Context: an optimization exercise on an open-source flow, tuned for small area. The choices shown serve that exercise and are no tape-out recipe. Where RTL was checked, it was by simulation tests only, not by an equivalence proof against the original. Power is estimated from default activity; no workload was simulated.

Setup of north:
==> flow/design.v <==
module tf_crc32_byte (
    input  wire [31:0] crc_in,
    input  wire [7:0]  data,
    output reg  [31:0] crc_out
);
    integer i;
    always @(*) begin
        crc_out = crc_in ^ {24'd0, data};
        for (i = 0; i < 8; i = i + 1) begin
            if (crc_out[0])
                crc_out = (crc_out >> 1) ^ 32'hEDB88320;
            else
                crc_out = crc_out >> 1;
        end
    end
endmodule
module tf_rx (
    input  wire         clk,
    input  wire         rst,         
    input  wire         clear,       
    input  wire         in_valid,    
    input  wire [7:0]   in_data,
    input  wire         tick,        
    output reg          frame_valid,
    output wire [15:0]  frame_id,
    output wire [15:0]  frame_len,
    output wire [7:0]   frame_type,
    output wire [255:0] frame_payload
);
    localparam [3:0] S_SOF  = 4'd0,
                     S_PAY  = 4'd1,
                     S_ID0  = 4'd3,
                     S_ID1  = 4'd4,
                     S_LEN0 = 4'd5,
                     S_LEN1 = 4'd6,
                     S_TYPE = 4'd7,
                     S_HCK0 = 4'd8,     
                     S_HCK3 = 4'd11,
                     S_PCK0 = 4'd12,    
                     S_PCK3 = 4'd15;
    localparam [31:0] CRC_SOF = 32'h5AFA20E4;
    reg [3:0]  st;
    reg [31:0] crc;
    reg        ok;
    reg [4:0]  cur;
    reg [4:0]  idle;
    reg        len_hi;       
    reg [15:0] rx_id;
    reg [5:0]  rx_len;
    reg [7:0]  rx_type;
    reg [7:0]  rx_buf [0:31];
    wire [31:0] crc_next;
    tf_crc32_byte u_crc (.crc_in(crc), .data(in_data), .crc_out(crc_next));
    wire byte_in = in_valid & ~(rst | clear);
    wire ck_st   = st[3];
    reg  [7:0] ck_byte;
    always @(*) begin
        case (st[1:0])
            2'd0: ck_byte = crc[31:24];
            2'd1: ck_byte = crc[23:16];
            2'd2: ck_byte = crc[15:8];
            default: ck_byte = crc[7:0];
        endcase
    end
    wire match = (in_data == ~ck_byte);
    wire [5:0] cur_inc = {1'b0, cur} + 6'd1;
    wire pay_last = (cur_inc == rx_len);
    wire len_bad = len_hi | (in_data > 8'd32);
    always @(posedge clk) begin
        frame_valid <= 1'b0;
        if (rst || clear) begin
            st   <= S_SOF;
            idle <= 5'd0;
        end else if (in_valid) begin
            idle <= 5'd0;
            case (st)
                S_SOF: if (in_data == 8'h01) st <= S_ID0;
                S_ID0, S_ID1, S_LEN0, S_TYPE, S_HCK0, 4'd9, 4'd10,
                S_PCK0, 4'd13, 4'd14:
                    st <= st + 4'd1;
                S_LEN1: st <= len_bad ? S_SOF : S_TYPE;
                S_HCK3: begin
                    if (!(ok && match))
                        st <= S_SOF;
                    else if (rx_len == 6'd0)
                        st <= S_PCK0;
                    else
                        st <= S_PAY;
                end
                S_PAY: if (pay_last) st <= S_PCK0;
                S_PCK3: begin
                    frame_valid <= ok & match;
                    st <= S_SOF;
                end
                default: st <= S_SOF;
            endcase
        end else if (tick && st != S_SOF) begin
            if (idle == 5'd19) begin
                st   <= S_SOF;
                idle <= 5'd0;
            end else begin
                idle <= idle + 5'd1;
            end
        end
    end
    always @(posedge clk) begin
        if (st == S_SOF)
            crc <= CRC_SOF;
        else if (byte_in) begin
            if (st == S_HCK3)
                crc <= 32'hFFFFFFFF;
            else if (!ck_st)
                crc <= crc_next;
        end
        if (byte_in && ck_st)
            ok <= (st[1:0] == 2'd0) ? match : (ok & match);
        if (byte_in && st == S_ID0) rx_id[15:8] <= in_data;
        if (byte_in && st == S_ID1) rx_id[7:0]  <= in_data;
        if (byte_in && st == S_LEN0) len_hi <= (in_data != 8'd0);
        if (byte_in && st == S_LEN1) rx_len <= in_data[5:0];
        if (byte_in && st == S_TYPE) rx_type <= in_data;
        if (byte_in && st == S_HCK3) cur <= 5'd0;
        else if (byte_in && st == S_PAY) cur <= cur_inc[4:0];
    end
    wire at_pay = (st == S_PAY);
    genvar e;
    generate
        for (e = 0; e < 32; e = e + 1) begin : g_buf
            wire sel  = at_pay & (cur == e);
            wire keep = ~(sel & in_valid);
            always @(posedge clk)
                rx_buf[e] <= (in_data & {8{sel}}) | (rx_buf[e] & {8{keep}});
        end
    endgenerate
    assign frame_id   = rx_id;
    assign frame_len  = {10'd0, rx_len};
    assign frame_type = rx_type;
    genvar g;
    generate
        for (g = 0; g < 32; g = g + 1) begin : g_payload
            assign frame_payload[8*g +: 8] = rx_buf[g];
        end
    endgenerate
endmodule
module tf_tx (
    input  wire         clk,
    input  wire         rst,           
    input  wire         role,          
    input  wire         send,
    input  wire         is_response,
    input  wire [15:0]  id_in,
    input  wire [15:0]  len_in,
    input  wire [7:0]   type_in,
    input  wire [255:0] payload_in,
    output wire         ready,
    output reg          ack,
    output reg          status,        
    output reg  [15:0]  frame_id_out,
    output reg          out_valid,
    output wire [7:0]   out_data
);
    localparam [1:0] P_HEAD = 2'd0,    
                     P_HCK  = 2'd1,    
                     P_PAY  = 2'd2,    
                     P_PCK  = 2'd3;    
    reg         peer;
    reg  [14:0] next_id;
    reg  [5:0]  tx_len;        
    reg  [7:0]  tx_type;
    reg  [255:0] ring;
    reg  [1:0]  phase;
    reg  [2:0]  idx;
    reg  [31:0] crc;
    reg         idle_r;        
    wire [15:0] new_id = is_response ? id_in : {peer, next_id};
    wire accept = send & ~out_valid & ~rst;
    wire too_large = (len_in > 16'd32);
    assign ready = idle_r;
    reg [7:0] cur_byte;
    always @(*) begin
        case (phase)
            P_HEAD: begin
                case (idx)
                    3'd0: cur_byte = 8'h01;
                    3'd1: cur_byte = frame_id_out[15:8];
                    3'd2: cur_byte = frame_id_out[7:0];
                    3'd3: cur_byte = 8'h00;
                    3'd4: cur_byte = {2'b00, tx_len};
                    default: cur_byte = tx_type;
                endcase
            end
            P_PAY: cur_byte = ring[22*8 +: 8];
            default: begin
                case (idx[1:0])
                    2'd0: cur_byte = ~crc[31:24];
                    2'd1: cur_byte = ~crc[23:16];
                    2'd2: cur_byte = ~crc[15:8];
                    default: cur_byte = ~crc[7:0];
                endcase
            end
        endcase
    end
    assign out_data = cur_byte;
    wire [31:0] crc_next;
    tf_crc32_byte u_crc (.crc_in(crc), .data(cur_byte), .crc_out(crc_next));
    always @(posedge clk) begin
        ack <= accept;
        if (rst) begin
            peer      <= role;
            next_id   <= 15'd0;
            out_valid <= 1'b0;
            idle_r    <= 1'b1;
        end else if (out_valid) begin
            if (phase == P_PCK && idx[1:0] == 2'd3) begin
                out_valid <= 1'b0;
                idle_r    <= 1'b1;
            end
        end else if (send) begin
            if (!is_response)
                next_id <= next_id + 15'd1;
            out_valid <= ~too_large;
            idle_r    <= too_large;
        end
    end
    always @(posedge clk) begin
        frame_id_out <= (new_id & {16{idle_r}}) | (frame_id_out & {16{out_valid}});
        status       <= (too_large & idle_r) | (status & out_valid);
        tx_type      <= (type_in & {8{idle_r}}) | (tx_type & {8{out_valid}});
        if (idle_r)
            tx_len <= len_in[5:0];
        ring <= ({ring[7:0], ring[255:8]} & {256{out_valid}})
              | (payload_in & {256{idle_r}});
        if (!out_valid) begin
            phase <= P_HEAD;
            idx   <= 3'd0;
            crc   <= 32'hFFFFFFFF;
        end else begin
            idx <= idx + 3'd1;
            case (phase)
                P_HEAD: begin
                    crc <= crc_next;
                    if (idx == 3'd5) begin
                        idx   <= 3'd0;
                        phase <= P_HCK;
                    end
                end
                P_HCK: begin
                    if (idx[1:0] == 2'd3) begin
                        crc   <= 32'hFFFFFFFF;
                        phase <= (tx_len == 6'd0) ? P_PCK : P_PAY;
                        idx   <= 3'd0;
                    end
                end
                P_PAY: begin
                    crc    <= crc_next;
                    tx_len <= tx_len - 6'd1;
                    idx    <= 3'd0;
                    if (tx_len == 6'd1)
                        phase <= P_PCK;
                end
                default: ;
            endcase
        end
    end
endmodule
module tf_framer (
    input  wire         clk,
    input  wire         rst,             
    input  wire         role,            
    input  wire         clear,           
    input  wire         in_valid,        
    input  wire [7:0]   in_data,
    input  wire         tick,            
    output wire         frame_valid,
    output wire [15:0]  frame_id,
    output wire [15:0]  frame_len,
    output wire [7:0]   frame_type,
    output wire [255:0] frame_payload,
    input  wire         tx_send,         
    input  wire         tx_is_response,
    input  wire [15:0]  tx_id,
    input  wire [15:0]  tx_len,
    input  wire [7:0]   tx_type,
    input  wire [255:0] tx_payload,
    output wire         tx_ready,
    output wire         tx_ack,
    output wire         tx_status,
    output wire [15:0]  tx_frame_id,
    output wire         tx_valid,
    output wire [7:0]   tx_data
);
    tf_rx u_rx (
        .clk(clk), .rst(rst), .clear(clear), .in_valid(in_valid),
        .in_data(in_data), .tick(tick), .frame_valid(frame_valid),
        .frame_id(frame_id), .frame_len(frame_len), .frame_type(frame_type),
        .frame_payload(frame_payload)
    );
    tf_tx u_tx (
        .clk(clk), .rst(rst), .role(role), .send(tx_send),
        .is_response(tx_is_response), .id_in(tx_id), .len_in(tx_len),
        .type_in(tx_type), .payload_in(tx_payload), .ready(tx_ready),
        .ack(tx_ack), .status(tx_status), .frame_id_out(tx_frame_id),
        .out_valid(tx_valid), .out_data(tx_data)
    );
endmodule
==> flow/config.mk <==
export PLATFORM = sky130hd
export DESIGN_NAME = tf_framer
export DESIGN_NICKNAME = tf_framer
export VERILOG_FILES = /design/flow/design.v
export SDC_FILE = /design/flow/constraint.sdc
export NUM_CORES = 4
export LEC_CHECK = 0
export CAP_MARGIN = 20
export CORE_MARGIN = 2
export CORE_UTILIZATION = 60
export PLACE_DENSITY = 0.75
export SLEW_MARGIN = 20
==> flow/constraint.sdc <==
create_clock -name core_clock -period 10.0 [get_ports {clk}]
set_input_delay 2.0000 -clock core_clock [delete_from_list [all_inputs] [get_ports {clk}]]
set_output_delay 2.0000 -clock core_clock [all_outputs]
set_load 0.01 [all_outputs]
standard.sh (not shown) runs the stock make flow with config.mk's settings and CLKGATE_MAP_FILE= SYNTH_SCRIPT=/design/flow/synth_recipe.tcl, a recipe that flattens the netlist after the stock synthesis.
==> flow/flow/run.sh <==
#!/bin/bash
# Standard ORFS layout, with the port buffers made of the smallest buffer
# cell and a clock tree of small buffers without dummy loads.
set -euo pipefail
bash standard.sh \
  BUFFER_PORTS_ARGS="-buffer_cell sky130_fd_sc_hd__buf_1" \
  CTS_ARGS="-sink_clustering_enable -repair_clock_nets -dont_use_dummy_load -buf_list sky130_fd_sc_hd__clkbuf_4 -sink_clustering_size 10 -sink_clustering_max_diameter 40" \
  finish > flow_orfs.log 2>&1
north | status: complete | timing, DRC, antenna: pass
### north -> south
diff --git a/flow/design.v b/flow/design.v
--- a/flow/design.v
+++ b/flow/design.v
@@ -122,15 +122,6 @@
         if (byte_in && st == S_HCK3) cur <= 5'd0;
         else if (byte_in && st == S_PAY) cur <= cur_inc[4:0];
+        if (byte_in && st == S_PAY) rx_buf[cur] <= in_data;
     end
-    wire at_pay = (st == S_PAY);
-    genvar e;
-    generate
-        for (e = 0; e < 32; e = e + 1) begin : g_buf
-            wire sel  = at_pay & (cur == e);
-            wire keep = ~(sel & in_valid);
-            always @(posedge clk)
-                rx_buf[e] <= (in_data & {8{sel}}) | (rx_buf[e] & {8{keep}});
-        end
-    endgenerate
     assign frame_id   = rx_id;
     assign frame_len  = {10'd0, rx_len};
@@ -224,9 +215,10 @@
     end
     always @(posedge clk) begin
-        frame_id_out <= (new_id & {16{idle_r}}) | (frame_id_out & {16{out_valid}});
-        status       <= (too_large & idle_r) | (status & out_valid);
-        tx_type      <= (type_in & {8{idle_r}}) | (tx_type & {8{out_valid}});
-        if (idle_r)
-            tx_len <= len_in[5:0];
+        if (accept) begin
+            frame_id_out <= new_id;
+            status       <= too_large;
+            tx_len       <= len_in[5:0];
+            tx_type      <= type_in;
+        end
         ring <= ({ring[7:0], ring[255:8]} & {256{out_valid}})
               | (payload_in & {256{idle_r}});
## What came out
Area of all placed cells without fillers: south vs north up about 1.1%
Summary of the comparison: post-route met1 wirelength is lower in south, relative to north.
In the flow results for south and north, the fraction of the core area covered by cells at the end of the flow is smaller on north.
Of south and north, south shows the higher power consumed by sequential cells, with north below it.
Compared to north, south shows a wider setup margin.
[south] total power consumption of the routed design rose 0.089 mW relative to north
Total buffers and inverters traversed by the critical path delta for south relative to north: 1 lower
Leakage power summed over all cells (south vs. north) decreases by a few percent
Cmp south vs north: final period demand of the worst path lower in south
Summary of south over north: non-clock buffer count saw an increase, final critical-path share of the clock period has decreased, worst hold slack +0.059 ns.
No functional check of the RTL was part of north.

==> static timing again, ports no longer ideal <==
How much do the figures lean on ideal ports? The routed layouts below were timed once more, with nothing changed but the port constraints.
Step 1: set_driving_cell puts a clkbuf_16 on clk and a buf_2 on each other input, an assumption about the parent block.
Step 2 times the ports against the registers' clock, not the clock port: input delays grow and output delays shrink by t, the midpoint of the rising clock arrivals with the driver on.
Slacks: ideal / step 1 / step 2; pairs: ideal / step 1.
run	shift t [ns]	setup WS [ns]	worst hold slack (ns)	worst setup path after step 2	worst slew at a driven data input, ns
north	0.857	4.712 / 4.659 / 5.025	0.386 / 0.386 / 0.386	input to register	0.17
south	0.839	4.735 / 4.685 / 5.294	0.445 / 0.445 / 0.445	input to register	0.09
After both steps setup and hold are still met in every run listed.
